Context: an optimization exercise on an open-source flow, tuned for small area, a short achievable clock period and few clock cycles per item. The choices shown serve that exercise and are no tape-out recipe. Where RTL was checked, it was by simulation tests only, not by an equivalence proof against the original. No functional check of the RTL was part of runs 1 and 2. Power and IR drop assume default switching activity.

==> run.sh <==
#!/bin/bash
# synth_recipe.tcl (not shown) runs the flow's synth.tcl, then flattens the netlist and writes it again
# the make line also repeats each setting of config.mk as NAME=value (left out here)
make -C /OpenROAD-flow-scripts/flow DESIGN_CONFIG=/design/flow/config.mk WORK_HOME=/design/flow/orfs CLKGATE_MAP_FILE= SYNTH_SCRIPT=/design/flow/synth_recipe.tcl finish
==> design.v <==
module fastpfor_planner (
    input  wire         clk,
    input  wire         rst,
    input  wire         in_valid,
    output wire         in_ready,
    input  wire [127:0] in_data,
    output wire         out_valid,
    input  wire         out_ready,
    output wire [5:0]   out_bw,
    output wire [7:0]   out_cex,
    output wire [5:0]   out_maxb
);
    function [5:0] bitlen;
        input [31:0] v;
        integer i;
        begin
            bitlen = 6'd0;
            for (i = 0; i < 32; i = i + 1)
                if (v[i]) bitlen = i[5:0] + 6'd1;
        end
    endfunction
    function [5:0] min6;
        input [5:0] a, b;
        min6 = (b < a) ? b : a;
    endfunction
    function [13:0] add14;
        input [13:0] a, b;
        reg [13:0] g, p, gg, pp, g2, p2;
        integer i, s;
        begin
            g = a & b;
            p = a ^ b;
            gg = g;
            pp = p;
            for (s = 1; s < 14; s = s * 2) begin
                g2 = gg;
                p2 = pp;
                for (i = 0; i < 14; i = i + 1)
                    if ((i / s) % 2 == 1) begin
                        g2[i] = gg[i] | (pp[i] & gg[(i / s) * s - 1]);
                        p2[i] = pp[i] & pp[(i / s) * s - 1];
                    end
                gg = g2;
                pp = p2;
            end
            add14 = p ^ {gg[12:0], 1'b0};
        end
    endfunction
    function lt14;
        input [13:0] a, b;
        reg [15:0] lt, eq, lt2, eq2;
        integer i, s;
        begin
            lt = {2'b00, ~a & b};
            eq = {2'b11, ~(a ^ b)};
            for (s = 1; s < 16; s = s * 2) begin
                lt2 = lt;
                eq2 = eq;
                for (i = 0; i < 16; i = i + 2 * s) begin
                    lt2[i] = lt[i + s] | (eq[i + s] & lt[i]);
                    eq2[i] = eq[i + s] & eq[i];
                end
                lt = lt2;
                eq = eq2;
            end
            lt14 = lt[0];
        end
    endfunction
    localparam S_ACC  = 1'b0;
    localparam S_READ = 1'b1;
    reg        state;
    reg        rfirst;     
    reg        first;      
    reg        clr;        
    reg        rdy;        
    reg [5:0]  abeat;      
    reg [5:0]  mxb;        
    reg [5:0]  mnb;        
    reg [4:0]  sb;         
    reg [5:0]  sm;         
    reg        ov;
    reg [5:0]  maxb;
    reg [5:0]  bestb;
    reg [7:0]  bestc;
    assign in_ready  = rdy;
    assign out_valid = ov;
    assign out_bw    = bestb;
    assign out_cex   = bestc;
    assign out_maxb  = maxb;
    reg [23:0] bl;         
    reg [5:0]  bmx;        
    reg        bv;         
    reg        blast;      
    wire take = in_valid && rdy && !rst;
    always @(posedge clk) begin
        bl  <= take ? {bitlen(in_data[127:96]), bitlen(in_data[95:64]),
                       bitlen(in_data[63:32]),  bitlen(in_data[31:0])} : 24'd0;
        bmx <= take ? bitlen(in_data[127:96] | in_data[95:64] |
                             in_data[63:32]  | in_data[31:0]) : 6'd0;
        blast <= take && (abeat == 6'd63);
    end
    wire [255:0] cg;
    genvar k;
    generate
        for (k = 0; k < 32; k = k + 1) begin : g_cnt
            reg  [7:0] cnt;
            wire [2:0] inc = {2'b00, bl[5:0]   > k} + {2'b00, bl[11:6]  > k}
                           + {2'b00, bl[17:12] > k} + {2'b00, bl[23:18] > k};
            always @(posedge clk)
                cnt <= clr ? {5'd0, inc} : cnt + {5'd0, inc};
            assign cg[8*k +: 8] = cnt;
        end
    endgenerate
    wire [5:0] mx_n  = (clr || bmx > mxb) ? bmx : mxb;
    wire [5:0] l0 = bl[5:0], l1 = bl[11:6], l2 = bl[17:12], l3 = bl[23:18];
    wire c01 = l1 < l0, c02 = l2 < l0, c03 = l3 < l0;
    wire c12 = l2 < l1, c13 = l3 < l1, c23 = l3 < l2;
    wire p0 = !c01 && !c02 && !c03;
    wire p1 = c01 && !c12 && !c13;
    wire p2 = c02 && c12 && !c23;
    wire p3 = !p0 && !p1 && !p2;
    wire [5:0] bmn = ({6{p0}} & l0) | ({6{p1}} & l1) | ({6{p2}} & l2) | ({6{p3}} & l3);
    always @(posedge clk) begin
        mxb <= mx_n;
        if (bv) mnb <= clr ? bmn : min6(mnb, bmn);
    end
    wire       any   = (mxb != mnb);            
    wire [4:0] rem   = sb - mnb[4:0];           
    wire       rlast = !any || (rem == 5'd0);   
    wire       go    = (state == S_READ) && !(rfirst && ov);
    wire       start = go && rfirst;
    wire       done  = go && rlast;
    reg        rv, rl;
    reg [7:0]  rc;
    reg [5:0]  rm;
    reg [4:0]  rb;
    reg        mv, ml;
    reg [7:0]  mc;
    reg [4:0]  mb;
    reg [13:0] mp;
    reg [13:0] rr;
    wire       lt = lt14(mp, rr);
    reg [13:0] pp0, pp1, pp2, pp3, pp4, pp5;
    reg [13:0] s1a, c1a, s1b, c1b, s2, c2, s3, c3;
    always @(*) begin
        pp0 = {6'd0, rc & {8{rm[0]}}};
        pp1 = {5'd0, rc & {8{rm[1]}}, 1'b0};
        pp2 = {4'd0, rc & {8{rm[2]}}, 2'b0};
        pp3 = {3'd0, rc & {8{rm[3]}}, 3'b0};
        pp4 = {2'd0, rc & {8{rm[4]}}, 4'b0};
        pp5 = {1'd0, rc & {8{rm[5]}}, 5'b0};
        s1a = pp0 ^ pp1 ^ pp2;
        c1a = {(pp0 & pp1 | pp0 & pp2 | pp1 & pp2), 1'b0};
        s1b = pp3 ^ pp4 ^ pp5;
        c1b = {(pp3 & pp4 | pp3 & pp5 | pp4 & pp5), 1'b0};
        s2  = s1a ^ c1a ^ s1b;
        c2  = {(s1a & c1a | s1a & s1b | c1a & s1b), 1'b0};
        s3  = s2 ^ c2 ^ c1b;
        c3  = {(s2 & c2 | s2 & c1b | c2 & c1b), 1'b0};
    end
    always @(posedge clk) begin
        rc <= cg[8*sb +: 8];
        rm <= sm;
        rb <= sb;
        mp <= add14(s3, c3);
        mc <= rc;
        mb <= rb;
        if (state == S_READ) begin
            if (go) begin
                sb <= sb - 5'd1;
                sm <= (sm == 6'd8) ? 6'd10 : sm + 6'd1;
            end
        end else begin
            sb <= mx_n[4:0] - 5'd1;
            sm <= 6'd8;
        end
        if (start) begin
            maxb  <= mxb;
            bestb <= mxb;
            bestc <= 8'd0;
            rr    <= 14'd256;
        end else if (mv) begin
            rr <= (lt ? mp : rr) + 14'd256;
            if (lt) begin
                bestb <= {1'b0, mb};
                bestc <= mc;
            end
        end
    end
    reg state_n, first_n, done_n;
    always @(*) begin
        state_n = state;
        if (state == S_ACC) begin
            if (blast) state_n = S_READ;
        end else if (done) begin
            state_n = S_ACC;
        end
        first_n = first;
        if (bv)
            first_n = 1'b0;
        else if (done)
            first_n = 1'b1;
        done_n = (state == S_READ) && go && any && (rem == 5'd1);
    end
    always @(posedge clk) begin
        if (rst) begin
            state  <= S_ACC;
            rfirst <= 1'b0;
            first  <= 1'b1;
            clr    <= 1'b1;
            rdy    <= 1'b1;
            abeat  <= 6'd0;
            bv     <= 1'b0;
            ov     <= 1'b0;
            rv     <= 1'b0;
            rl     <= 1'b0;
            mv     <= 1'b0;
            ml     <= 1'b0;
        end else begin
            state  <= state_n;
            rfirst <= (state == S_ACC) ? blast : (rfirst && !go);
            first  <= first_n;
            clr    <= done_n || (state_n == S_ACC && first_n);
            if (take) abeat <= abeat + 6'd1;
            bv     <= take;
            if (state == S_ACC)
                rdy <= !(take && abeat == 6'd63) && !blast;
            else
                rdy <= go && (!any || rem <= 5'd2);
            rv <= go && any;
            rl <= rlast;
            mv <= rv;
            ml <= rv && rl;
            if (start && !any)
                ov <= 1'b1;
            else if (mv && ml)
                ov <= 1'b1;
            else if (out_ready)
                ov <= 1'b0;
        end
    end
endmodule
==> constraint.sdc <==
create_clock -name core_clock -period 12.0 [get_ports {clk}]
set_input_delay 2.4000 -clock core_clock [delete_from_list [all_inputs] [get_ports {clk}]]
set_output_delay 2.4000 -clock core_clock [all_outputs]
set_load 0.01 [all_outputs]
==> config.mk <==
export PLATFORM = sky130hd
export DESIGN_NAME = fastpfor_planner
export DESIGN_NICKNAME = fastpfor_planner
export VERILOG_FILES = /design/flow/design.v
export SDC_FILE = /design/flow/constraint.sdc
export NUM_CORES = 4
export LEC_CHECK = 0
export CAP_MARGIN = 20
export CORE_MARGIN = 2
export CORE_UTILIZATION = 40
export SLEW_MARGIN = 20
==> results.sh, run 1 <==
export IMPL_cts_max_level=2
export IMPL_synthTopCellsByArea="dfxtp_1 30%, ha_1 12%, fa_1 7.2%"
export IMPL_grtUsageTotal_pct=23.2
export IMPL_drive_above_1_share_pct=9.14
export IMPL_ys_flop_type="dfxtp_1"
export IMPL_ys_types=76
export IMPL_yosysMostFrequentCell="dfxtp_1"
export IMPL_dr_pass1_iters=7
export IMPL_yosysTopAreaCell="dfxtp_1"
export IMPL_timing_rr_start="bl[8]"
export IMPL_cts_resized_gates=0
export IMPL_highest_layer="met5"
export IMPL_clockBufferDepth=3
export IMPL_power_density_mw_per_mm2=129
export IMPL_worstSetupPathType="reg2reg"
export IMPL_initial_core_util_pct=40.3
export IMPL_die_area_mm2=0.0667
export IMPL_drt_vias_per_instance=5.51
export IMPL_cap_violations=0
export IMPL_synth_area_mux_share_pct=10.4
export IMPL_hp_start="rb[1]"
export IMPL_status="complete, no violations"
export IMPL_crit_end="mnb[5]"
export IMPL_wl_per_cell_um=20.5
export IMPL_syn_to_final_growth_pct=15.2
export IMPL_p_seq_share_pct=41.0
export IMPL_wl_met3_um=3880
export IMPL_setup_viol=0
export IMPL_dr_wl_met2_um=37100
export IMPL_synth_compound_area_share_pct=12.3
export IMPL_dpl_hpwl_um=60300
export IMPL_root_buffer="clkbuf_16"
export IMPL_combPwrFrac_pct=20.9
export IMPL_reg2reg_to="mnb[5]"
export IMPL_gr_total_overflow=0
export IMPL_synth_area_mm2=0.0259
export IMPL_core_mm2=0.0642
export IMPL_period_minus_slack_ps=4490
export IMPL_clk_latency_ps=600
export IMPL_peakVddDrop_mv=0.117
export IMPL_netlist_top_cells_count="383 x dfxtp_1, 274 x nor2_1, 244 x nand2_1"
export IMPL_max_clock_freq_mhz=223
export IMPL_yosysWarnings=1
export IMPL_finalHoldViolCount=0
export IMPL_wirelength_um=76500
export IMPL_cp_arrival_ps=4770
export IMPL_drc=0
export IMPL_r2r_cells=15
export IMPL_cts_tree="built"
export IMPL_wl_met1_um=33700
export IMPL_crit_path_start="bl[8]"
export IMPL_drt_antenna_violating_nets=0
export IMPL_placed_cell_area_mm2=0.0282
export IMPL_synth_xor_area_share_pct=6.06
export IMPL_grt_max_degree=108
export IMPL_cts_buffers=47
export IMPL_synth_cells=2722
export IMPL_final_area_mm2=0.0298
export IMPL_async_flop_share_pct=0
export IMPL_port_buffers=153
export IMPL_grt_first_pass_wirelength_um=121000
export IMPL_die_height_um=258
export IMPL_rsz0062_at_grt="no"
export IMPL_io_pins=154
export IMPL_clockPowerShare_pct=38.1
export IMPL_antenna_found_initial=8
export IMPL_p_leak_nw=12.4
export IMPL_worst_hold_path_type="reg2reg"
export IMPL_cts_setup_buffers=0
export IMPL_cp_end_kind="flop"
export IMPL_required_ps=12270
export IMPL_worstMarginPinSlew_ps=1070
export IMPL_grt_pass1_vias=21200
export IMPL_synth_nets=3187
export IMPL_synth_edff_count=24
export IMPL_clkSinkCount=407
export IMPL_synth_top_family_by_area="adder cells"
export IMPL_cts_hold_buffers_added=0
export IMPL_ys_seq_area_share_pct=32.4
export IMPL_drv_slew=0
export IMPL_p_sw_mw=1.10
export IMPL_nNetsFinal=3304
export IMPL_num_fill_cells=6116
export IMPL_syn_area_per_cell_um2=9.50
export IMPL_place_gp_congestion=0.964
export IMPL_synth_simple_area_share_pct=16.8
export IMPL_slew_headroom_pct=28.9
export IMPL_synth_adder_area_share_pct=18.8
export IMPL_setup_tns_ps=0
export IMPL_vias=20600
export IMPL_p_int_mw=2.73
export IMPL_cp_start_kind="flop"
export IMPL_die_x_um=258
export IMPL_clock_skew_ps=29.1
export IMPL_netlist_area_leader_share_pct=29.6
export IMPL_crit_fanout=13
export IMPL_std_cell_rows=93
export IMPL_finalCritPeriodShare_pct=37.4
export IMPL_rrSetupSlack_ps=7510
export IMPL_power_share_switching_pct=28.6
export IMPL_drt_iter0_drc=1580
export IMPL_clk_pin_slew_ps=60
export IMPL_synth_seq_cells=407
-- cells by family (layout without fill, tap and decap cells) --
kind of cell,Yosys count,count (layout)
adder cells (fa/ha/maj),333,333
buffers and inverters,215,369
AND/OR/NAND/NOR,918,918
multiplexers,159,159
AO/OA/AOI/OAI,511,511
XOR/XNOR,179,179
flip-flops,407,407
other,0,7
-- power groups by stage --
stage	Sequential, mW	Combinational, mW	Clock [mW]
finish	1.57	0.799	1.46
global route	1.59	0.901	1.55
global placement	1.60	0.744	0
floorplan	1.56	0.566	0
CTS	1.57	0.800	1.49
detailed placement	1.60	0.788	0
-- stage by stage --
stage	total power, mW	hold WS [ps]	setup WS [ps]	util, %	std cells
after floorplan	2.12	310	8050	-	2722
after global placement	2.34	312	7110	43.8	3644
after detailed placement	2.39	313	7060	43.9	3645
after CTS	3.87	326	7580	46.4	3731
after global routing	4.04	333	7180	46.4	3738
final	3.83	327	7510	46.4	3738
-- worst max-delay path: stages, from the launching register on --
cell and delay (ps):
dfxtp_1 690, clkinv_1 500, ha_1 430, o21a_1 120, nor2_1 50, o31ai_2 370
nor3b_2 480, nor3_2 150, nand2_1 90, nand2_1 70, ha_1 310, a211o_1 290
o22ai_1 130, nor3b_1 70, nor2_1 130, a311o_1 300
-- metal layers --
layer	up-vias	global-route usage, %
met4	2	6.60
met5	-	0
met2	518	39.8
met3	110	3.11
li1	9907	-
met1	10100	30.6
-- cells in the final DEF, fill, tap and decap left out, types with 80 or more instances in the layout --
cell type	n
nand2_1	244
nor2_1	274
o21ai_0	152
inv_1	118
mux4_2	80
a21oi_1	151
xor2_1	111
dfxtp_1	382
ha_1	240
clkdlybuf4s50_1	153
fa_1	93
-- registers in the layout, indices dropped and copies added, names as in the netlist, 5 cells and up --
signal     count
g_cnt.cnt    256
bl            24
mp            14
rr            14
bestc          8
mc             8
rc             8
abeat          6
bestb          6
bmx            6
maxb           6
mnb            6
mxb            6
rm             6
sm             6
mb             5
rb             5
sb             5
-- area by class of cell --
cell class                      count  area (um^2)  share of cell area [%]
Inverter                          119          447                    1.50
Tap cell                          855         1070                    3.59
Sequential cell                   407         8390                    28.2
Antenna cell                        7         17.5                  0.0588
Clock inverter                     11          143                   0.479
Clock buffer                       75         1460                    4.90
Timing Repair Buffer              164         1630                    5.45
Multi-Input combinational cell   2100        16600                    55.9
-- how the worst min path moves through the flow --
stage | endpoint | slack (ps) | cells after the start
final | mb[1] | 330 | 0
after global routing | mb[0] | 330 | 0
after global placement | mb[1] | 310 | 0
after floorplan | mb[0] | 310 | 0
after detailed placement | mb[1] | 310 | 0
after CTS | mb[1] | 330 | 0
==> run 2, diff against run 1 <==
==> flow/run.sh (new file) <==
#!/bin/bash
set -euo pipefail
bash standard.sh finish \
    "SETUP_SLACK_MARGIN=${MARGIN:-8.4}" \
    "BUFFER_PORTS_ARGS=-buffer_cell sky130_fd_sc_hd__buf_2" \
    > flow_make.log 2>&1
==> standard.sh (new file) <==
#!/bin/bash
# synth_recipe.tcl (not shown) runs the flow's synth.tcl, then flattens the netlist and writes it again
# the make line also repeats each setting of config.mk as NAME=value (left out here)
make -C /OpenROAD-flow-scripts/flow DESIGN_CONFIG=/design/flow/config.mk WORK_HOME=/design/flow/orfs CLKGATE_MAP_FILE= SYNTH_SCRIPT=/design/flow/synth_recipe.tcl "${@:-finish}"
removed: run.sh
==> results.sh, run 2 <==
export IMPL_worst_hold_path_type="reg2reg"
export IMPL_ys_seq_area_share_pct=32.4
export IMPL_synthTopCellsByArea="dfxtp_1 30%, ha_1 12%, fa_1 7.2%"
export IMPL_required_ps=12480
export IMPL_multi_input_area_mm2=0.0171
export IMPL_top_regs="g_cnt.cnt x256, bl x24"
export IMPL_worstMarginPinSlew_ps=1230
export IMPL_peakVddDrop_mv=0.126
export IMPL_netlist_area_leader_share_pct=29.6
export IMPL_clock_skew_ps=37.2
export IMPL_root_buffer="clkbuf_16"
export IMPL_combPwrFrac_pct=21.5
export IMPL_wl_per_cell_um=20.8
export IMPL_place_gp_congestion=0.979
export IMPL_placed_cells=3648
export IMPL_drc=0
export IMPL_synth_area_mm2=0.0259
export IMPL_cts_buffers=46
export IMPL_dr_pass1_iters=9
export IMPL_grt_max_degree=214
export IMPL_netlist_top_cells_count="383 x dfxtp_1, 274 x nor2_1, 244 x nand2_1"
export IMPL_finalCritPeriodShare_pct=30.3
export IMPL_std_cell_rows=93
export IMPL_timing_rr_start="bl[11]"
export IMPL_io_pins=154
export IMPL_grt_first_pass_wirelength_um=123000
export IMPL_synth_edff_count=24
export IMPL_async_flop_share_pct=0
export IMPL_die_height_um=258
export IMPL_drt_antenna_violating_nets=0
export IMPL_clockPowerShare_pct=38.4
export IMPL_port_buffers=153
export IMPL_crit_end="bmx[1]"
export IMPL_syn_to_final_growth_pct=16.8
export IMPL_p_sw_mw=1.13
export IMPL_vias=21100
export IMPL_drv_slew=0
export IMPL_fin_ws_ps=8360
export IMPL_cts_tree="built"
export IMPL_largest_reg_flops=256
export IMPL_antenna_found_initial=12
export IMPL_setup_viol=0
export IMPL_num_fill_cells=6098
export IMPL_period_minus_slack_ps=3640
export IMPL_cp_arrival_ps=4120
export IMPL_worstSetupPathType="in2reg"
export IMPL_mostFrequentLayoutCell="dfxtp_1"
export IMPL_cts_hold_buffers_added=0
export IMPL_cap_violations=0
export IMPL_drt_vias_per_instance=5.52
export IMPL_p_int_mw=2.77
export IMPL_max_flop_register="g_cnt.cnt"
export IMPL_gr_total_overflow=0
export IMPL_r2r_cells=14
export IMPL_crit_fanout=3
export IMPL_yosysTopAreaCell="dfxtp_1"
export IMPL_die_x_um=258
export IMPL_syn_area_per_cell_um2=9.50
export IMPL_nNetsFinal=3377
export IMPL_yosysWarnings=1
export IMPL_clockBufferDepth=3
export IMPL_layout_common_cells="347 x dfxtp_1, 264 x nor2_1, 242 x nand2_1"
export IMPL_regArea_mm2=0.00850
export IMPL_cp_start_kind="input pin"
export IMPL_p_seq_share_pct=40.1
export IMPL_rsz0062_at_grt="yes"
export IMPL_synth_nets=3187
export IMPL_die_area_mm2=0.0667
export IMPL_max_clock_freq_mhz=275
export IMPL_yosysMostFrequentCell="dfxtp_1"
export IMPL_stdcell_count=3812
export IMPL_grtUsageTotal_pct=23.6
export IMPL_reg2reg_to="mnb[3]"
export IMPL_grt_pass1_vias=21500
export IMPL_clkSinkCount=407
export IMPL_setup_tns_ps=0
export IMPL_power_density_mw_per_mm2=129
export IMPL_synth_cells=2722
export IMPL_status="complete, no violations"
export IMPL_finalHoldViolCount=0
export IMPL_wirelength_um=79200
export IMPL_clk_latency_ps=610
export IMPL_power_share_switching_pct=29.0
export IMPL_hold_ws_ps=330
export IMPL_cp_end_kind="flop"
export IMPL_clk_pin_slew_ps=60
export IMPL_dp_slack_ps=7730
export IMPL_p_leak_nw=12.8
export IMPL_core_mm2=0.0642
export IMPL_initial_core_util_pct=40.3
export IMPL_synth_seq_cells=407
export IMPL_final_core_util_pct=47.0
export IMPL_crit_path_start="in_data[2]"
export IMPL_dpl_hpwl_um=61900
export IMPL_slew_headroom_pct=18.1
export IMPL_rrSetupSlack_ps=8400
export IMPL_cts_max_level=2
export IMPL_ys_types=76
export IMPL_drive_above_1_share_pct=20.3
export IMPL_drt_iter0_drc=1566
export IMPL_ys_flop_type="dfxtp_1"
run 2: power groups by stage:
stage / Clock, mW / Sequential [mW] / Combinational (mW)
after floorplan: 0 / 1.56 / 0.566
after global placement: 0 / 1.59 / 0.741
after detailed placement: 0 / 1.60 / 0.773
after CTS: 1.53 / 1.57 / 0.800
after global routing: 1.59 / 1.58 / 0.939
final: 1.49 / 1.56 / 0.839
run 2: repair_timing:
action / in CTS / in global routing
pin swaps: 23 / 35
resized for setup: 84 / 87
gates cloned: 0 / 0
setup endpoints to repair: 66 / 52
setup buffers: 28 / 43
run 2: worst min path at each step:
stage,start,depth (start not counted),end,slack (ps)
after floorplan,rb[0],0,mb[0],310
after global placement,rb[0],0,mb[0],310
after detailed placement,rb[3],0,mb[3],320
after CTS,rb[3],0,mb[3],330
after global routing,rb[0],0,mb[0],340
final,rb[3],0,mb[3],330
run 2: per-stage QoR:
stage,total power [mW],cell area [um^2]
global placement,2.33,27500
finish,3.90,30200
CTS,3.90,29500
floorplan,2.12,25900
global route,4.11,30200
detailed placement,2.37,27500
run 2: routing by layer:
layer	up-vias	track usage, %	part of all wire (%)
met1	10300	30.6	43
met4	0	7.43	3.2
met3	150	3.15	5.1
li1	10000	-	-
met5	-	0	0
met2	578	40.8	49
run 2: layout make-up:
class                   instances  share of cell area [%]
diodes                          8                  0.0662
clock buffers                  68                    4.55
clock inverters                17                   0.870
inverters                     119                    1.59
multi-input cells            2100                    56.4
flip-flops and latches        407                    28.1
well taps                     855                    3.54
repair buffers                238                    4.82
run 2: cells by family after synthesis:
| kind of cell | synth area share [%] |
|---|---|
| fa+ha+maj | 18.8 |
| simple gates | 16.8 |
| xor+xnor | 6.06 |
| mux | 10.4 |
| compound gates | 12.3 |
| flops | 32.4 |
| buf+inv | 3.23 |
run 2: worst max-delay path, stage by stage:
cell,delay (ps)
buf_2,110
or4_4,550
o211ai_1,210
a21oi_1,110
o211ai_1,200
a31oi_1,110
nor4bb_1,330
o21ai_1,90
==> run 3, diff against run 2 <==
--- a/design.v
+++ b/design.v
@@ -20,6 +20,2 @@
         end
-    endfunction
-    function [5:0] min6;
-        input [5:0] a, b;
-        min6 = (b < a) ? b : a;
     endfunction
@@ -90,11 +86,9 @@
     reg [23:0] bl;         
-    reg [5:0]  bmx;        
     reg        bv;         
     reg        blast;      
-    wire take = in_valid && rdy && !rst;
-    always @(posedge clk) begin
-        bl  <= take ? {bitlen(in_data[127:96]), bitlen(in_data[95:64]),
-                       bitlen(in_data[63:32]),  bitlen(in_data[31:0])} : 24'd0;
-        bmx <= take ? bitlen(in_data[127:96] | in_data[95:64] |
-                             in_data[63:32]  | in_data[31:0]) : 6'd0;
+    wire offer = in_valid && rdy;
+    wire take  = offer && !rst;
+    always @(posedge clk) begin
+        bl    <= offer ? {bitlen(in_data[127:96]), bitlen(in_data[95:64]),
+                          bitlen(in_data[63:32]),  bitlen(in_data[31:0])} : 24'd0;
         blast <= take && (abeat == 6'd63);
@@ -106,6 +100,21 @@
             reg  [7:0] cnt;
-            wire [2:0] inc = {2'b00, bl[5:0]   > k} + {2'b00, bl[11:6]  > k}
-                           + {2'b00, bl[17:12] > k} + {2'b00, bl[23:18] > k};
+            wire t0 = bl[5:0]   > k;
+            wire t1 = bl[11:6]  > k;
+            wire t2 = bl[17:12] > k;
+            wire t3 = bl[23:18] > k;
+            wire [7:0] c = cnt & {8{~clr}};
+            wire a0 = c[0] ^ t0 ^ t1;
+            wire ca = (c[0] & t0) | (c[0] & t1) | (t0 & t1);
+            wire s0 = a0 ^ t2 ^ t3;
+            wire cb = (a0 & t2) | (a0 & t3) | (t2 & t3);
+            wire s1 = c[1] ^ ca ^ cb;
+            wire cc = (c[1] & ca) | (c[1] & cb) | (ca & cb);
             always @(posedge clk)
-                cnt <= clr ? {5'd0, inc} : cnt + {5'd0, inc};
+                cnt <= {c[7] ^ (cc & (&c[6:2])),
+                        c[6] ^ (cc & (&c[5:2])),
+                        c[5] ^ (cc & (&c[4:2])),
+                        c[4] ^ (cc & (&c[3:2])),
+                        c[3] ^ (cc & c[2]),
+                        c[2] ^ cc,
+                        s1, s0};
             assign cg[8*k +: 8] = cnt;
@@ -113,17 +122,26 @@
     endgenerate
-    wire [5:0] mx_n  = (clr || bmx > mxb) ? bmx : mxb;
     wire [5:0] l0 = bl[5:0], l1 = bl[11:6], l2 = bl[17:12], l3 = bl[23:18];
-    wire c01 = l1 < l0, c02 = l2 < l0, c03 = l3 < l0;
-    wire c12 = l2 < l1, c13 = l3 < l1, c23 = l3 < l2;
-    wire p0 = !c01 && !c02 && !c03;
-    wire p1 = c01 && !c12 && !c13;
-    wire p2 = c02 && c12 && !c23;
+    wire g01 = l0 > l1, g02 = l0 > l2, g03 = l0 > l3;
+    wire g12 = l1 > l2, g13 = l1 > l3, g23 = l2 > l3;
+    wire q0 = !(l1 > l0) && !(l2 > l0) && !(l3 > l0);
+    wire q1 = (l1 > l0) && !(l2 > l1) && !(l3 > l1);
+    wire q2 = (l2 > l0) && (l2 > l1) && !(l3 > l2);
+    wire q3 = !q0 && !q1 && !q2;
+    wire [5:0] bmx = ({6{q0}} & l0) | ({6{q1}} & l1) | ({6{q2}} & l2) | ({6{q3}} & l3);
+    wire upx = clr || (q0 && l0 > mxb) || (q1 && l1 > mxb) ||
+                      (q2 && l2 > mxb) || (q3 && l3 > mxb);
+    wire p0 = !g01 && !g02 && !g03;
+    wire p1 = g01 && !g12 && !g13;
+    wire p2 = g02 && g12 && !g23;
     wire p3 = !p0 && !p1 && !p2;
     wire [5:0] bmn = ({6{p0}} & l0) | ({6{p1}} & l1) | ({6{p2}} & l2) | ({6{p3}} & l3);
-    always @(posedge clk) begin
-        mxb <= mx_n;
-        if (bv) mnb <= clr ? bmn : min6(mnb, bmn);
-    end
+    wire upn = clr || (p0 && l0 < mnb) || (p1 && l1 < mnb) ||
+                      (p2 && l2 < mnb) || (p3 && l3 < mnb);
+    always @(posedge clk) begin
+        if (upx) mxb <= bmx;
+        if (bv && upn) mnb <= bmn;
+    end
+    wire [4:0] idx   = rfirst ? mxb[4:0] - 5'd1 : sb;   
     wire       any   = (mxb != mnb);            
-    wire [4:0] rem   = sb - mnb[4:0];           
+    wire [4:0] rem   = idx - mnb[4:0];          
     wire       rlast = !any || (rem == 5'd0);   
@@ -161,5 +179,5 @@
     always @(posedge clk) begin
-        rc <= cg[8*sb +: 8];
-        rm <= sm;
-        rb <= sb;
+        rc <= cg[8*idx +: 8];
+        rm <= rfirst ? 6'd8 : sm;
+        rb <= idx;
         mp <= add14(s3, c3);
@@ -167,10 +185,5 @@
         mb <= rb;
-        if (state == S_READ) begin
-            if (go) begin
-                sb <= sb - 5'd1;
-                sm <= (sm == 6'd8) ? 6'd10 : sm + 6'd1;
-            end
-        end else begin
-            sb <= mx_n[4:0] - 5'd1;
-            sm <= 6'd8;
+        if (go) begin
+            sb <= idx - 5'd1;
+            sm <= rfirst ? 6'd10 : sm + 6'd1;
         end
==> flow/run.sh (replaced) <==
#!/bin/bash
set -euo pipefail
bash standard.sh finish \
    "SETUP_SLACK_MARGIN=${MARGIN:-8.8}" \
    "BUFFER_PORTS_ARGS=-buffer_cell sky130_fd_sc_hd__buf_2" \
    > flow_make.log 2>&1
==> results.sh, run 3 <==
export IMPL_status="complete, no violations"
export IMPL_synth_nets=3172
export IMPL_netlist_area_leader_share_pct=30.4
export IMPL_ys_flop_type="dfxtp_1"
export IMPL_max_clock_freq_mhz=282
export IMPL_peakVddDrop_mv=0.109
export IMPL_max_flop_register="g_cnt.cnt"
export IMPL_cp_common_cell="fa_1"
export IMPL_clock_skew_ps=26.0
export IMPL_critPathBufInv=0
export IMPL_finalHoldViolCount=0
export IMPL_grt_pass1_vias=20700
export IMPL_critical_path_top_delay_family="adder cells"
export IMPL_regArea_mm2=0.00850
export IMPL_root_buffer="clkbuf_16"
export IMPL_std_cell_rows=90
export IMPL_min_to="mb[0]"
export IMPL_cpPeakStageDelay_ps=540
export IMPL_power_density_mw_per_mm2=143
export IMPL_multi_input_area_mm2=0.0153
export IMPL_synth_seq_cells=401
export IMPL_synth_cells=2764
export IMPL_setup_tns_ps=0
export IMPL_drive_above_1_share_pct=18.5
export IMPL_diodes=0
export IMPL_clk_latency_ps=590
export IMPL_place_gp_congestion=0.887
export IMPL_drt_antenna_violating_nets=0
export IMPL_dr_pass1_iters=7
export IMPL_initial_core_util_pct=40.2
export IMPL_timing_rr_start="rc[4]"
export IMPL_cp_cell_sequence="and2_1, fa_1, fa_1, fa_1, fa_2, a21o_1, a21o_1, a21oi_2, o21ai_2, a21oi_2, o21bai_1, xor2_1"
export IMPL_worst_hold_path_type="reg2reg"
export IMPL_wirelength_um=73000
export IMPL_cts_buffers=45
export IMPL_antenna_found_initial=0
export IMPL_layout_common_cells="415 x nand2_1, 325 x dfxtp_1, 238 x nor2_1"
export IMPL_wl_per_cell_um=19.4
export IMPL_finalCritPeriodShare_pct=29.6
export IMPL_required_ps=12460
export IMPL_cp_start_kind="flop"
export IMPL_num_fill_cells=5679
export IMPL_die_height_um=250
export IMPL_setup_viol=0
export IMPL_clockBufferDepth=3
export IMPL_synth_edff_count=35
export IMPL_whs_path_depth=0
export IMPL_worstSetupPathType="reg2reg"
export IMPL_vias=20800
export IMPL_dpl_hpwl_um=49700
export IMPL_ys_seq_area_share_pct=34.7
export IMPL_period_minus_slack_ps=3550
export IMPL_cts_hold_buffers_added=0
export IMPL_yosysTopAreaCell="dfxtp_1"
export IMPL_r2r_cells=12
export IMPL_hp_start="rb[0]"
export IMPL_largest_reg_flops=256
export IMPL_drt_vias_per_instance=5.51
export IMPL_synthTopCellsByArea="dfxtp_1 30%, fa_1 10%, ha_1 7.8%"
export IMPL_syn_to_final_growth_pct=19.7
export IMPL_async_flop_share_pct=0
export IMPL_stdcell_count=3769
export IMPL_worstMarginPinSlew_ps=1020
export IMPL_drt_iter0_drc=1489
export IMPL_ys_types=68
export IMPL_clk_pin_slew_ps=60
export IMPL_cp_end_kind="flop"
export IMPL_clkSinkCount=401
export IMPL_rsz0062_at_grt="yes"
export IMPL_grt_max_degree=76
export IMPL_core_mm2=0.0600
export IMPL_crit_fanout=6
export IMPL_drc=0
export IMPL_cts_tree="built"
export IMPL_cp_slowest_cell="fa_1"
export IMPL_hold_ws_ps=327
export IMPL_die_area_mm2=0.0623
export IMPL_reg2reg_to="mp[13]"
export IMPL_top_regs="g_cnt.cnt x256, bl x24"
export IMPL_yosysMostFrequentCell="nand2_1"
export IMPL_grt_first_pass_wirelength_um=114000
export IMPL_grtUsageTotal_pct=22.9
export IMPL_synth_area_mm2=0.0241
export IMPL_slew_headroom_pct=31.7
export IMPL_drv_slew=0
export IMPL_syn_area_per_cell_um2=8.72
export IMPL_gr_total_overflow=0
export IMPL_yosysWarnings=1
export IMPL_cap_violations=0
export IMPL_placed_cells=3590
export IMPL_p_leak_nw=11.7
export IMPL_netlist_top_cells_count="422 x nand2_1, 366 x dfxtp_1, 258 x nor2_1"
export IMPL_io_pins=154
export IMPL_nNetsFinal=3358
export IMPL_cts_max_level=2
export IMPL_cp_arrival_ps=4010
export IMPL_port_buffers=153
export IMPL_die_x_um=250
export IMPL_mostFrequentLayoutCell="nand2_1"
export IMPL_rrSetupSlack_ps=8450
==> run 3: cell count changes in the layout (fill, tap and decap cells not counted), sizes merged, moves of 35 or more <==
cell / before / now
a21o: 74 / 17
a21oi: 151 / 91
and3: 6 / 44
ha: 240 / 151
mux2: 75 / 3
mux4: 80 / 0
nand2: 245 / 422
nand2b: 15 / 50
nand3: 79 / 120
nor2b: 66 / 107
o21ai: 163 / 107
==> run 3: how the worst max path moves through the flow <==
stage          depth (start not counted)          endpoint         from
6_report                              12            mp[13]        rc[4]
5_1_grt                               14            mp[13]        rm[5]
4_1_cts                                1       out_maxb[1]      maxb[1]
3_5_place_dp                          10  g_cnt[16].cnt[7]          clr
3_3_place_gp                          10  g_cnt[16].cnt[7]          clr
2_1_floorplan                          4             bl[8]  in_data[46]
==> run 3: repair_timing <==
item                                    4_1_cts  5_1_grt
pin swaps                                    17       41
buffers inserted                             41       46
endpoints found under the hold margin         0        0
endpoints found under the setup margin      301      110
resized for setup                           154      103
gates cloned                                  5        3
==> run 3: cell families (layout without fill, tap and decap cells) <==
family	after synthesis	after routing	synth area share, %
and+or+nand+nor	1200	1202	23.6
AOI/OAI and AO/OA	431	431	11.8
DFF	401	401	34.7
adders and majority gates	276	276	18.2
buffers and inverters	256	477	4.25
xor gates and xnor gates	193	193	7.07
muxes	7	7	0.306
==> run 3: layout make-up <==
class,count,share of cell area [%]
tap,782,3.39
multi-input combinational,2109,53.2
timing repair buffer,261,6.64
inverter,131,2.02
clock inverter,19,0.564
timing repair inverter,1,0.0390
clock buffer,65,4.73
sequential,401,29.4
==> run 3: layer usage <==
metal / GRT usage, % / part of all wire, %
met5: 0 / 0
met4: 8.52 / 3.4
met3: 3.61 / 6.3
met2: 38.9 / 48
met1: 29.4 / 42
==> run 3: stage by stage <==
stage | util, % | power (mW) | setup WS [ps] | area [um^2]
6_report | 48.1 | 4.14 | 8450 | 28900
2_1_floorplan | - | 2.31 | 8580 | 24300
3_3_place_gp | 42.7 | 2.58 | 7620 | 25600
4_1_cts | 46.8 | 4.11 | 8410 | 28100
5_1_grt | 48.1 | 4.37 | 8340 | 28900
3_5_place_dp | 42.7 | 2.62 | 7530 | 25600
==> run 3: power breakdown <==
part           total [mW]  internal, mW  switching, mW
combinational       0.999         0.453          0.546
clock                1.43         0.835          0.590
sequential           1.72          1.55          0.162
total                4.14          2.84           1.30
Testbench counts of run 3, summed over its fixed seeds: cycles 39,640, blocks 512.
==> run 4, diff against run 3 <==
==> flow/run.sh (replaced) <==
#!/bin/bash
set -euo pipefail
bash standard.sh finish \
    "SETUP_SLACK_MARGIN=${MARGIN:-8.5}" \
    "BUFFER_PORTS_ARGS=-buffer_cell sky130_fd_sc_hd__buf_2" \
    > flow_make.log 2>&1
==> results.sh, run 4 <==
export IMPL_dr_wl_met2_um=34100
export IMPL_clkSinkCount=401
export IMPL_drv_slew=0
export IMPL_finalHoldViolCount=0
export IMPL_synth_area_mux_share_pct=0.306
export IMPL_power_density_mw_per_mm2=147
export IMPL_ys_types=68
export IMPL_die_area_mm2=0.0623
export IMPL_max_clock_freq_mhz=278
export IMPL_power_mw=4.07
export IMPL_synth_compound_area_share_pct=11.8
export IMPL_dpl_hpwl_um=50700
export IMPL_drive_above_1_share_pct=13.9
export IMPL_highest_layer="met4"
export IMPL_cap_violations=0
export IMPL_worstMarginPinSlew_ps=1060
export IMPL_period_minus_slack_ps=3600
export IMPL_vias=20400
export IMPL_die_x_um=250
export IMPL_grt_first_pass_wirelength_um=114000
export IMPL_slew_headroom_pct=29.4
export IMPL_dr_pass1_iters=8
export IMPL_drt_vias_per_instance=5.51
export IMPL_wl_per_cell_um=19.5
export IMPL_status="complete, no violations"
export IMPL_crit_fanout=6
export IMPL_grt_pass1_vias=20700
export IMPL_largest_reg_flops=256
export IMPL_cts_buffers=46
export IMPL_syn_area_per_cell_um2=8.72
export IMPL_clock_skew_ps=15.1
export IMPL_setup_tns_ps=0
export IMPL_cp_end_kind="flop"
export IMPL_wl_met3_um=4250
export IMPL_netlist_area_leader_share_pct=30.4
export IMPL_grt_max_degree=110
export IMPL_final_core_util_pct=46.1
export IMPL_synthTopCellsByArea="dfxtp_1 30%, fa_1 10%, ha_1 7.8%"
export IMPL_layout_common_cells="419 x nand2_1, 333 x dfxtp_1, 245 x nor2_1"
export IMPL_p_leak_nw=11.3
export IMPL_synth_simple_area_share_pct=23.6
export IMPL_mostFrequentLayoutCell="nand2_1"
export IMPL_place_gp_congestion=0.939
export IMPL_drt_antenna_violating_nets=0
export IMPL_port_buffers=153
export IMPL_yosysMostFrequentCell="nand2_1"
export IMPL_std_cell_rows=90
export IMPL_required_ps=12460
export IMPL_worstSetupPathType="reg2reg"
export IMPL_rsz0062_at_grt="yes"
export IMPL_die_height_um=250
export IMPL_clockBufferDepth=3
export IMPL_core_mm2=0.0600
export IMPL_initial_core_util_pct=40.2
export IMPL_cts_tree="built"
export IMPL_drc=0
export IMPL_ys_seq_area_share_pct=34.7
export IMPL_peakVddDrop_mv=0.125
export IMPL_cp_start_kind="flop"
export IMPL_synth_edff_count=35
export IMPL_setup_viol=0
export IMPL_grtUsageTotal_pct=22.8
export IMPL_synth_xor_area_share_pct=7.07
export IMPL_synth_adder_area_share_pct=18.2
export IMPL_worst_hold_path_type="reg2reg"
export IMPL_synth_seq_cells=401
export IMPL_gr_total_overflow=0
export IMPL_async_flop_share_pct=0
export IMPL_wirelength_um=72200
export IMPL_wl_met1_um=31200
export IMPL_finalCritPeriodShare_pct=30.0
export IMPL_synth_area_mm2=0.0241
export IMPL_rrSetupSlack_ps=8400
export IMPL_yosysWarnings=1
export IMPL_synth_cells=2764
export IMPL_io_pins=154
export IMPL_nNetsFinal=3295
export IMPL_root_buffer="clkbuf_16"
export IMPL_netlist_top_cells_count="422 x nand2_1, 366 x dfxtp_1, 258 x nor2_1"
export IMPL_clk_pin_slew_ps=60
export IMPL_syn_to_final_growth_pct=14.8
export IMPL_antenna_found_initial=1
export IMPL_ys_flop_type="dfxtp_1"
export IMPL_drt_iter0_drc=1550
export IMPL_fin_ws_ps=8400
export IMPL_max_flop_register="g_cnt.cnt"
export IMPL_top_regs="g_cnt.cnt x256, bl x24"
export IMPL_dp_slack_ps=7390
export IMPL_diodes=0
export IMPL_cp_arrival_ps=4060
export IMPL_yosysTopAreaCell="dfxtp_1"
export IMPL_clk_latency_ps=590
export IMPL_synth_nets=3172
export IMPL_synth_top_family_by_area="simple AND/OR/NAND/NOR gates"
export IMPL_cts_max_level=2
-- run 4: worst max-delay path: stages (launching register included) --
cell and delay (ps):
dfxtp_4 400, buf_4 160, and2_4 150, fa_2 550
fa_2 420, ha_2 180, ha_2 190, fa_2 390
a21o_1 160, a21o_1 200, a21oi_2 200, o21ai_2 100
a21oi_2 140, o21bai_1 100, xor2_1 140
-- run 4: layout make-up --
type | count | area (um^2)
well taps | 782 | 978
clock inverters | 20 | 158
inverters | 131 | 520
multi-input cells | 2109 | 15000
fillers | 5783 | 32300
flip-flops and latches | 401 | 8470
repair buffers | 198 | 1220
clock buffers | 63 | 1370
-- run 4: report_power, final --
| part | internal (mW) | leakage, nW | switching, mW |
|---|---|---|---|
| clock | 0.840 | 0.761 | 0.581 |
| combinational | 0.410 | 7.18 | 0.521 |
| sequential | 1.56 | 3.35 | 0.162 |
-- run 4: repair_timing --
action	in CTS	in global routing
hold buffers	0	0
gates resized for setup	97	45
setup endpoints to repair	243	79
gates cloned	2	1
pin swaps	24	15
setup buffers	20	9
-- run 4: metal layers --
metal / up-vias / global-route usage (%)
li1: 9674 / -
met1: 9909 / 29.1
met2: 635 / 38.7
met3: 191 / 3.55
met4: 0 / 8.57
met5: - / 0
-- run 4: final timing paths --
kind	end	from	cells after the start
setup / recovery	mp[13]	rc[2]	14
hold / removal	mb[3]	rb[3]	0
setup reg to reg	mp[13]	rc[2]	14
hold reg to reg	mb[3]	rb[3]	0
-- run 4: cells by family (layout without fill, tap and decap cells) --
kind of cell / count (synthesis) / after routing
simple gates: 1200 / 1202
compound gates: 431 / 431
flops: 401 / 401
fa+ha+maj: 276 / 276
buf+inv: 256 / 412
xor+xnor: 193 / 193
mux: 7 / 7
-- run 4: through the flow --
stage / cells / hold WS (ps) / cell area, um^2
after floorplan: 2764 / 310 / 24100
after global placement: 3589 / 313 / 25500
after detailed placement: 3589 / 316 / 25500
after CTS: 3694 / 330 / 27400
after global routing: 3704 / 333 / 27700
final: 3704 / 328 / 27700
==> run 5, diff against run 4 <==
--- a/design.v
+++ b/design.v
@@ -21,15 +21,16 @@
     endfunction
-    function [13:0] add14;
-        input [13:0] a, b;
-        reg [13:0] g, p, gg, pp, g2, p2;
+    function [14:0] add15;
+        input [14:0] a, b;
+        input        ci;
+        reg [15:0] g, p, gg, pp, g2, p2;
         integer i, s;
         begin
-            g = a & b;
-            p = a ^ b;
+            g = {a & b, ci};
+            p = {a ^ b, 1'b0};
             gg = g;
             pp = p;
-            for (s = 1; s < 14; s = s * 2) begin
+            for (s = 1; s < 16; s = s * 2) begin
                 g2 = gg;
                 p2 = pp;
-                for (i = 0; i < 14; i = i + 1)
+                for (i = 0; i < 16; i = i + 1)
                     if ((i / s) % 2 == 1) begin
@@ -41,23 +42,3 @@
             end
-            add14 = p ^ {gg[12:0], 1'b0};
-        end
-    endfunction
-    function lt14;
-        input [13:0] a, b;
-        reg [15:0] lt, eq, lt2, eq2;
-        integer i, s;
-        begin
-            lt = {2'b00, ~a & b};
-            eq = {2'b11, ~(a ^ b)};
-            for (s = 1; s < 16; s = s * 2) begin
-                lt2 = lt;
-                eq2 = eq;
-                for (i = 0; i < 16; i = i + 2 * s) begin
-                    lt2[i] = lt[i + s] | (eq[i + s] & lt[i]);
-                    eq2[i] = eq[i + s] & eq[i];
-                end
-                lt = lt2;
-                eq = eq2;
-            end
-            lt14 = lt[0];
+            add15 = p[15:1] ^ gg[14:0];
         end
@@ -74,3 +55,3 @@
     reg [5:0]  mnb;        
-    reg [4:0]  sb;         
+    reg [5:0]  sb;         
     reg [5:0]  sm;         
@@ -143,9 +124,10 @@
     end
-    wire [4:0] idx   = rfirst ? mxb[4:0] - 5'd1 : sb;   
-    wire       any   = (mxb != mnb);            
-    wire [4:0] rem   = idx - mnb[4:0];          
-    wire       rlast = !any || (rem == 5'd0);   
-    wire       go    = (state == S_READ) && !(rfirst && ov);
-    wire       start = go && rfirst;
-    wire       done  = go && rlast;
+    wire [263:0] cgs   = {cg, 8'd0};
+    wire [5:0]   idx   = rfirst ? mxb : sb;     
+    wire         any   = (mxb != mnb);          
+    wire [5:0]   rem1  = idx - mnb;             
+    wire         rlast = !any || (rem1 == 6'd1);   
+    wire         go    = (state == S_READ) && !(rfirst && ov);
+    wire         start = go && rfirst;
+    wire         done  = go && rlast;
     reg        rv, rl;
@@ -157,14 +139,14 @@
     reg [4:0]  mb;
-    reg [13:0] mp;
-    reg [13:0] rr;
-    wire       lt = lt14(mp, rr);
-    reg [13:0] pp0, pp1, pp2, pp3, pp4, pp5;
-    reg [13:0] s1a, c1a, s1b, c1b, s2, c2, s3, c3;
+    reg [14:0] ms, mk;
+    reg [13:0] bestcost;   
+    reg [14:0] pp0, pp1, pp2, pp3, pp4, pp5, pb;
+    reg [14:0] s1a, c1a, s1b, c1b, s2, c2, s3, c3, s4, c4;
     always @(*) begin
-        pp0 = {6'd0, rc & {8{rm[0]}}};
-        pp1 = {5'd0, rc & {8{rm[1]}}, 1'b0};
-        pp2 = {4'd0, rc & {8{rm[2]}}, 2'b0};
-        pp3 = {3'd0, rc & {8{rm[3]}}, 3'b0};
-        pp4 = {2'd0, rc & {8{rm[4]}}, 4'b0};
-        pp5 = {1'd0, rc & {8{rm[5]}}, 5'b0};
+        pp0 = {7'd0, rc & {8{rm[0]}}};
+        pp1 = {6'd0, rc & {8{rm[1]}}, 1'b0};
+        pp2 = {5'd0, rc & {8{rm[2]}}, 2'b0};
+        pp3 = {4'd0, rc & {8{rm[3]}}, 3'b0};
+        pp4 = {3'd0, rc & {8{rm[4]}}, 4'b0};
+        pp5 = {2'd0, rc & {8{rm[5]}}, 5'b0};
+        pb  = {2'd0, rb, 8'd0};
         s1a = pp0 ^ pp1 ^ pp2;
@@ -177,8 +159,17 @@
         c3  = {(s2 & c2 | s2 & c1b | c2 & c1b), 1'b0};
-    end
-    always @(posedge clk) begin
-        rc <= cg[8*idx +: 8];
+        s4  = s3 ^ c3 ^ pb;
+        c4  = {(s3 & c3 | s3 & pb | c3 & pb), 1'b0};
+    end
+    wire [14:0] nb = ~{1'b0, bestcost};
+    wire [14:0] dx = ms ^ mk ^ nb;
+    wire [14:0] dy = {(ms & mk | ms & nb | mk & nb), 1'b0};
+    wire [14:0] dd = add15(dx, dy, 1'b1);
+    wire        lt = dd[14];
+    wire [14:0] cost = add15(ms, mk, 1'b0);
+    always @(posedge clk) begin
+        rc <= cgs[8*idx +: 8];
         rm <= rfirst ? 6'd8 : sm;
-        rb <= idx;
-        mp <= add14(s3, c3);
+        rb <= idx[4:0] - 5'd1;
+        ms <= s4;
+        mk <= c4;
         mc <= rc;
@@ -186,3 +177,3 @@
         if (go) begin
-            sb <= idx - 5'd1;
+            sb <= idx - 6'd1;
             sm <= rfirst ? 6'd10 : sm + 6'd1;
@@ -190,12 +181,10 @@
         if (start) begin
-            maxb  <= mxb;
-            bestb <= mxb;
-            bestc <= 8'd0;
-            rr    <= 14'd256;
-        end else if (mv) begin
-            rr <= (lt ? mp : rr) + 14'd256;
-            if (lt) begin
-                bestb <= {1'b0, mb};
-                bestc <= mc;
-            end
+            maxb     <= mxb;
+            bestb    <= mxb;
+            bestc    <= 8'd0;
+            bestcost <= {mxb, 8'd0};
+        end else if (mv && lt) begin
+            bestcost <= cost[13:0];
+            bestb    <= {1'b0, mb};
+            bestc    <= mc;
         end
@@ -215,3 +204,3 @@
             first_n = 1'b1;
-        done_n = (state == S_READ) && go && any && (rem == 5'd1);
+        done_n = (state == S_READ) && go && any && (rem1 == 6'd2);
     end
@@ -241,3 +230,3 @@
             else
-                rdy <= go && (!any || rem <= 5'd2);
+                rdy <= go && (!any || rem1 <= 6'd3);
             rv <= go && any;
--- a/config.mk
+++ b/config.mk
@@ -10,2 +10,3 @@
 export CORE_UTILIZATION = 40
+export CTS_BUF_LIST = sky130_fd_sc_hd__clkbuf_8
 export SLEW_MARGIN = 20
==> results.sh, run 5 <==
export IMPL_worst_hold_path_type="reg2reg"
export IMPL_std_cell_rows=90
export IMPL_grt_busiest_layer="met2"
export IMPL_synthTopCellsByArea="dfxtp_1 30%, fa_1 11%, ha_1 8.1%"
export IMPL_antenna_found_initial=0
export IMPL_nNetsFinal=3226
export IMPL_setup_viol=0
export IMPL_synth_xor_area_share_pct=6.81
export IMPL_synth_adder_area_share_pct=19.4
export IMPL_worstSetupPathType="reg2out"
export IMPL_wirelength_um=68000
export IMPL_synth_edff_count=42
export IMPL_cp_end_kind="output port"
export IMPL_required_ps=9600
export IMPL_use_met3_pct=3.91
export IMPL_grt_pass1_vias=20200
export IMPL_drt_vias_per_instance=5.44
export IMPL_die_x_um=252
export IMPL_yosysWarnings=1
export IMPL_drive_above_1_share_pct=14.4
export IMPL_clkSinkCount=411
export IMPL_ys_types=73
export IMPL_grt_first_pass_wirelength_um=109000
export IMPL_cts_buffers=74
export IMPL_synth_area_mux_share_pct=3.26
export IMPL_cap_violations=0
export IMPL_cts_hold_buffers_added=0
export IMPL_crit_fanout=1
export IMPL_die_area_mm2=0.0633
export IMPL_drt_antenna_violating_nets=0
export IMPL_syn_to_final_growth_pct=15.2
export IMPL_grtUsageTotal_pct=21.7
export IMPL_grt_use_met2_pct=35.5
export IMPL_cp_cell_sequence="buf_2"
export IMPL_dr_pass1_iters=6
export IMPL_peakVddDrop_mv=0.0935
export IMPL_ys_seq_area_share_pct=35.3
export IMPL_place_gp_congestion=0.939
export IMPL_setup_tns_ps=0
export IMPL_netlist_top_cells_count="369 x dfxtp_1, 294 x nand2_1, 246 x nor2_1"
export IMPL_die_height_um=252
export IMPL_synth_area_mm2=0.0245
export IMPL_io_pins=154
export IMPL_critical_path_top_delay_family="flip-flops"
export IMPL_synth_simple_area_share_pct=20.2
export IMPL_port_buffers=153
export IMPL_wl_per_cell_um=18.7
export IMPL_critPathBufInv=1
export IMPL_drv_slew=0
export IMPL_cts_tree="built"
export IMPL_root_buffer="clkbuf_8"
export IMPL_clockBufferDepth=3
export IMPL_placed_cell_area_mm2=0.0260
export IMPL_netlist_area_leader_share_pct=30.1
export IMPL_cpPeakStageDelay_ps=370
export IMPL_power_density_mw_per_mm2=135
export IMPL_initial_core_util_pct=40.5
export IMPL_power_mw=3.82
export IMPL_clk_pin_slew_ps=60
export IMPL_synth_top_family_by_area="simple AND/OR/NAND/NOR gates"
export IMPL_max_clock_freq_mhz=279
export IMPL_gr_total_overflow=0
export IMPL_slew_headroom_pct=34.4
export IMPL_max_flop_register="g_cnt.cnt"
export IMPL_clock_skew_ps=23.7
export IMPL_synth_compound_area_share_pct=10.9
export IMPL_cts_max_level=3
export IMPL_worstMarginPinSlew_ps=977
export IMPL_cp_start_kind="flop"
export IMPL_clk_latency_ps=680
export IMPL_synth_nets=3053
export IMPL_dpl_hpwl_um=48200
export IMPL_layout_common_cells="344 x dfxtp_1, 294 x nand2_1, 237 x nor2_1"
export IMPL_cp_slowest_cell="edfxtp_1"
export IMPL_syn_area_per_cell_um2=9.34
export IMPL_period_minus_slack_ps=3590
export IMPL_status="complete, no violations"
export IMPL_yosysMostFrequentCell="dfxtp_1"
export IMPL_async_flop_share_pct=0
export IMPL_core_mm2=0.0605
export IMPL_grt_max_degree=62
export IMPL_largest_reg_flops=256
export IMPL_finalCritPeriodShare_pct=29.9
export IMPL_yosysTopAreaCell="dfxtp_1"
export IMPL_synth_cells=2624
export IMPL_finalHoldViolCount=0
export IMPL_use_met1_pct=28.7
export IMPL_p_leak_nw=11.6
export IMPL_drc=0
export IMPL_top_regs="g_cnt.cnt x256, bl x24"
export IMPL_synth_seq_cells=411
export IMPL_vias=19800
export IMPL_ys_flop_type="dfxtp_1"
export IMPL_drt_iter0_drc=1287
export IMPL_rsz0062_at_grt="yes"
export IMPL_diodes=0
export IMPL_mostFrequentLayoutCell="dfxtp_1"
export IMPL_cp_arrival_ps=1190
export IMPL_final_area_mm2=0.0282
run 5: changes by cell type after synthesis, moves of 13 or more:
| cell | change |
|---|---|
| mux4_2 | +32 |
| inv_1 | +22 |
| fa_1 | +13 |
| clkbuf_1 | -16 |
| nor3_1 | -14 |
| a21oi_1 | +17 |
| nand2_1 | -128 |
| and3_1 | -26 |
| o31ai_1 | +13 |
| a31oi_1 | -22 |
| a22oi_1 | +13 |
| a31o_2 | -16 |
| nand3_1 | -15 |
run 5: area by class of cell:
type                       instances  area, um^2
sequential                       411        8690
fill                            5755       32200
timing repair inverter             1        5.00
timing repair buffer             199        1370
clock inverter                    42         372
multi-input combinational       1958       15000
tap                              782         978
inverter                         152         589
clock buffer                      89        1220
run 5: cell families (layout without fill, tap and decap cells):
kind of cell,Yosys count,after routing
and+or+nand+nor,1019,1019
AOI/OAI and AO/OA,415,415
DFF,411,411
adders and majority gates,297,297
buffers and inverters,255,483
xor gates and xnor gates,189,189
muxes,38,38
run 5: path summary, 6_finish.rpt:
kind / end / slack (ps) / from / cells past startpoint
hold / removal: mb[4] / 360 / rb[4] / 0
setup / recovery: out_maxb[3] / 8410 / maxb[3] / 1
hold reg to reg: mb[4] / 360 / rb[4] / 0
setup reg to reg: g_cnt[16].cnt[7] / 8580 / bl[1] / 13
run 5: worst reg2reg max path, cell delays in order, from the launching register on:
cell and delay [ps]:
dfxtp_1 300, buf_4 220, nor2_4 200, nand2_1 160, o21ai_1 330, nand2_1 130
fa_1 510, fa_1 460, fa_1 460, nand4_1 180, nor3b_1 90, nand2_1 90
xor2_1 150, nor2_1 50
run 5: metal layers:
metal / share of wire (%) / wire (um)
met1: 45 / 30300
met2: 46 / 31600
met5: 0 / 0
met4: 3.3 / 2260
met3: 5.7 / 3900
run 5: report_power, final:
part           total [mW]  internal [mW]  switching, mW
combinational       0.715          0.325          0.390
sequential           1.67           1.55          0.125
clock                1.44          0.824          0.613
total                3.82           2.70           1.13
run 5: timing repair:
action / in CTS / in global routing
gates resized for setup: 72 / 14
endpoints found under the setup margin: 270 / 88
cloned: 2 / 2
setup buffers: 8 / 13
pin swaps: 1 / 3
run 5: stage by stage:
step / setup WS, ps / hold WS, ps / utilization [%] / std cells
2_1_floorplan: 8440 / 331 / - / 2624
3_3_place_gp: 6880 / 342 / 43.0 / 3478
3_5_place_dp: 6740 / 350 / 43.0 / 3478
4_1_cts: 8350 / 360 / 46.4 / 3619
5_1_grt: 8340 / 378 / 46.7 / 3634
6_report: 8410 / 358 / 46.7 / 3634
Testbench counts of run 5, summed over its fixed seeds: cycles 39,640, blocks 512.
==> run 6, diff against run 5 <==
--- a/config.mk
+++ b/config.mk
@@ -10,3 +10,2 @@
 export CORE_UTILIZATION = 40
-export CTS_BUF_LIST = sky130_fd_sc_hd__clkbuf_8
 export SLEW_MARGIN = 20
==> results.sh, run 6 <==
export IMPL_status="complete, no violations"
export IMPL_setup_viol=0
export IMPL_cts_tree="built"
export IMPL_use_met1_pct=28.9
export IMPL_finalHoldViolCount=0
export IMPL_use_met3_pct=2.96
export IMPL_netlist_top_cells_count="369 x dfxtp_1, 294 x nand2_1, 246 x nor2_1"
export IMPL_mostFrequentLayoutCell="dfxtp_1"
export IMPL_top_regs="g_cnt.cnt x256, bl x24"
export IMPL_async_flop_share_pct=0
export IMPL_cap_violations=0
export IMPL_hp_start="rb[4]"
export IMPL_crit_fanout=1
export IMPL_dpl_hpwl_um=48200
export IMPL_syn_to_final_growth_pct=14.8
export IMPL_placed_cells=3478
export IMPL_synth_cells=2624
export IMPL_core_mm2=0.0605
export IMPL_clk_latency_ps=580
export IMPL_cp_arrival_ps=1110
export IMPL_required_ps=9600
export IMPL_layout_common_cells="351 x dfxtp_1, 294 x nand2_1, 237 x nor2_1"
export IMPL_max_clock_freq_mhz=285
export IMPL_antenna_found_initial=0
export IMPL_worst_hold_path_type="reg2reg"
export IMPL_rsz0062_at_grt="yes"
export IMPL_gr_total_overflow=0
export IMPL_rrSetupSlack_ps=8600
export IMPL_reg2reg_to="mnb[3]"
export IMPL_grtUsageTotal_pct=21.6
export IMPL_clkSinkCount=411
export IMPL_clockPowerShare_pct=37.3
export IMPL_port_buffers=153
export IMPL_synth_edff_count=42
export IMPL_dr_pass1_iters=6
export IMPL_cp_slowest_cell="edfxtp_1"
export IMPL_place_gp_congestion=0.939
export IMPL_drt_iter0_drc=1267
export IMPL_stdcell_count=3591
export IMPL_cts_hold_buffers_added=0
export IMPL_min_to="mb[4]"
export IMPL_clockBufferDepth=3
export IMPL_nNetsFinal=3201
export IMPL_hold_ws_ps=358
export IMPL_critPathBufInv=1
export IMPL_synth_area_mm2=0.0245
export IMPL_r2r_cells=9
export IMPL_drt_vias_per_instance=5.45
export IMPL_period_minus_slack_ps=3510
export IMPL_cts_max_level=2
export IMPL_largest_reg_flops=256
export IMPL_p_sw_mw=1.10
export IMPL_die_height_um=252
export IMPL_p_seq_share_pct=43.8
export IMPL_p_leak_nw=11.5
export IMPL_timing_rr_start="bl[14]"
export IMPL_wirelength_um=68200
export IMPL_setup_tns_ps=0
export IMPL_p_int_mw=2.71
export IMPL_yosysTopAreaCell="dfxtp_1"
export IMPL_synth_seq_cells=411
export IMPL_wl_per_cell_um=19.0
export IMPL_std_cell_rows=90
export IMPL_grt_max_degree=62
export IMPL_critical_path_top_delay_family="flip-flops"
export IMPL_die_x_um=252
export IMPL_synthTopCellsByArea="dfxtp_1 30%, fa_1 11%, ha_1 8.1%"
export IMPL_grt_use_met2_pct=35.8
export IMPL_vias=19600
export IMPL_cts_buffers=46
export IMPL_worstMarginPinSlew_ps=992
export IMPL_synth_nets=3053
export IMPL_worstSetupPathType="reg2out"
export IMPL_ys_flop_type="dfxtp_1"
export IMPL_slew_headroom_pct=33.4
export IMPL_yosysWarnings=1
export IMPL_power_share_switching_pct=28.9
export IMPL_cp_cell_sequence="buf_2"
export IMPL_peakVddDrop_mv=0.0836
export IMPL_diodes=0
export IMPL_io_pins=154
export IMPL_finalCritPeriodShare_pct=29.2
export IMPL_grt_first_pass_wirelength_um=109000
export IMPL_max_flop_register="g_cnt.cnt"
export IMPL_drive_above_1_share_pct=13.5
export IMPL_clk_pin_slew_ps=60
export IMPL_clock_skew_ps=11.7
export IMPL_drt_antenna_violating_nets=0
export IMPL_netlist_area_leader_share_pct=30.1
export IMPL_die_area_mm2=0.0633
export IMPL_grt_busiest_layer="met2"
export IMPL_cp_start_kind="flop"
export IMPL_drv_slew=0
export IMPL_root_buffer="clkbuf_16"
export IMPL_grt_pass1_vias=20100
export IMPL_yosysMostFrequentCell="dfxtp_1"
export IMPL_cp_end_kind="output port"
export IMPL_combPwrFrac_pct=18.9
export IMPL_syn_area_per_cell_um2=9.34
export IMPL_whs_path_depth=0
export IMPL_ys_types=73
export IMPL_drc=0
export IMPL_initial_core_util_pct=40.5
export IMPL_ys_seq_area_share_pct=35.3
export IMPL_power_mw=3.81
export IMPL_power_density_mw_per_mm2=136
export IMPL_cpPeakStageDelay_ps=370
[run 6: worst max path at each step]
stage                      from          endpoint  slack, ps  cells past startpoint
global placement            clr  g_cnt[14].cnt[7]       6880                     11
floorplan           in_data[50]             bl[6]       8440                      5
CTS                     maxb[3]       out_maxb[3]       8460                      1
global route            maxb[3]       out_maxb[3]       8440                      1
finish                  maxb[3]       out_maxb[3]       8490                      1
detailed placement          clr  g_cnt[11].cnt[7]       6740                     11
[run 6: cell type report]
type | count | area [um^2]
clock buffer | 66 | 1370
clock inverter | 19 | 155
fill | 5761 | 32300
inverter | 152 | 589
multi-input combinational | 1958 | 15000
sequential | 411 | 8680
tap | 782 | 978
timing repair buffer | 202 | 1340
timing repair inverter | 1 | 5.00
[run 6: power groups by stage]
stage | registers [mW] | clock network, mW | logic [mW]
after floorplan | 1.64 | 0 | 0.486
after global placement | 1.70 | 0 | 0.631
after detailed placement | 1.70 | 0 | 0.664
after CTS | 1.67 | 1.45 | 0.699
after global routing | 1.69 | 1.52 | 0.818
final | 1.67 | 1.42 | 0.721
[run 6: what timing repair did]
action,in CTS,in global routing
gates resized for setup,52,19
setup endpoints to repair,259,59
setup buffers,10,14
pin swaps,2,2
cloned,2,2
[run 6: worst reg2reg max path, delay by kind of cell, from the launching register on]
| kind | cells | cell delay, ps |
|---|---|---|
| fa+ha+maj | 1 | 270 |
| simple gates | 2 | 750 |
| flops | 1 | 630 |
| buf+inv | 1 | 290 |
| compound gates | 5 | 1120 |
[run 6: cell families after synthesis]
group	synth area share, %
and+or+nand+nor	20.2
AOI/OAI and AO/OA	10.9
DFF	35.3
adders and majority gates	19.4
buffers and inverters	4.08
xor gates and xnor gates	6.81
muxes	3.26
[run 6: routing by layer]
layer  share of wire, %  vias to the layer above
li1                   -                     9290
met1                 45                     9639
met2                 47                      506
met3                5.3                      139
met4                3.1                        0
met5                  0                        -
[run 6: stage by stage]
step	cell area, um^2	setup slack (ps)	utilization [%]
detailed placement	26000	6740	43.0
global placement	26000	6880	43.0
global route	28100	8440	46.5
CTS	27900	8460	46.2
floorplan	24500	8440	-
finish	28100	8490	46.5

==> afterwards: timing with drivers on the ports <==
The flow's constraints put no driver on any port. The routed layouts listed below were extracted and timed again, unchanged, in two steps. Step 1 assumes that a clkbuf_16 drives the clock port and a buf_2 every other input. Step 2 times the ports against the registers' clock, not the clock port: input delays grow and output delays shrink by t, the midpoint of the rising clock arrivals with the driver on. a / b / c = ideal / step 1 / step 2; a / b = the first two.
run | t, ns | setup WS [ns] | worst slew at a driven data input, ns
run 1 | 0.649 | 7.506 / 7.506 / 6.992 | 0.10
run 2 | 0.655 | 8.365 / 8.398 / 7.747 | 0.10
run 3 | 0.635 | 8.453 / 8.397 / 8.306 | 0.04
run 4 | 0.641 | 8.401 / 8.401 / 8.243 | 0.05
run 5 | 0.722 | 8.414 / 8.361 / 8.137 | 0.07
run 6 | 0.637 | 8.495 / 8.437 / 8.126 | 0.07
After both steps every run listed still meets setup and hold. For run 2, which loses most, drivers alone change the setup slack by +0.033 ns; drivers and shift together by -0.618 ns.
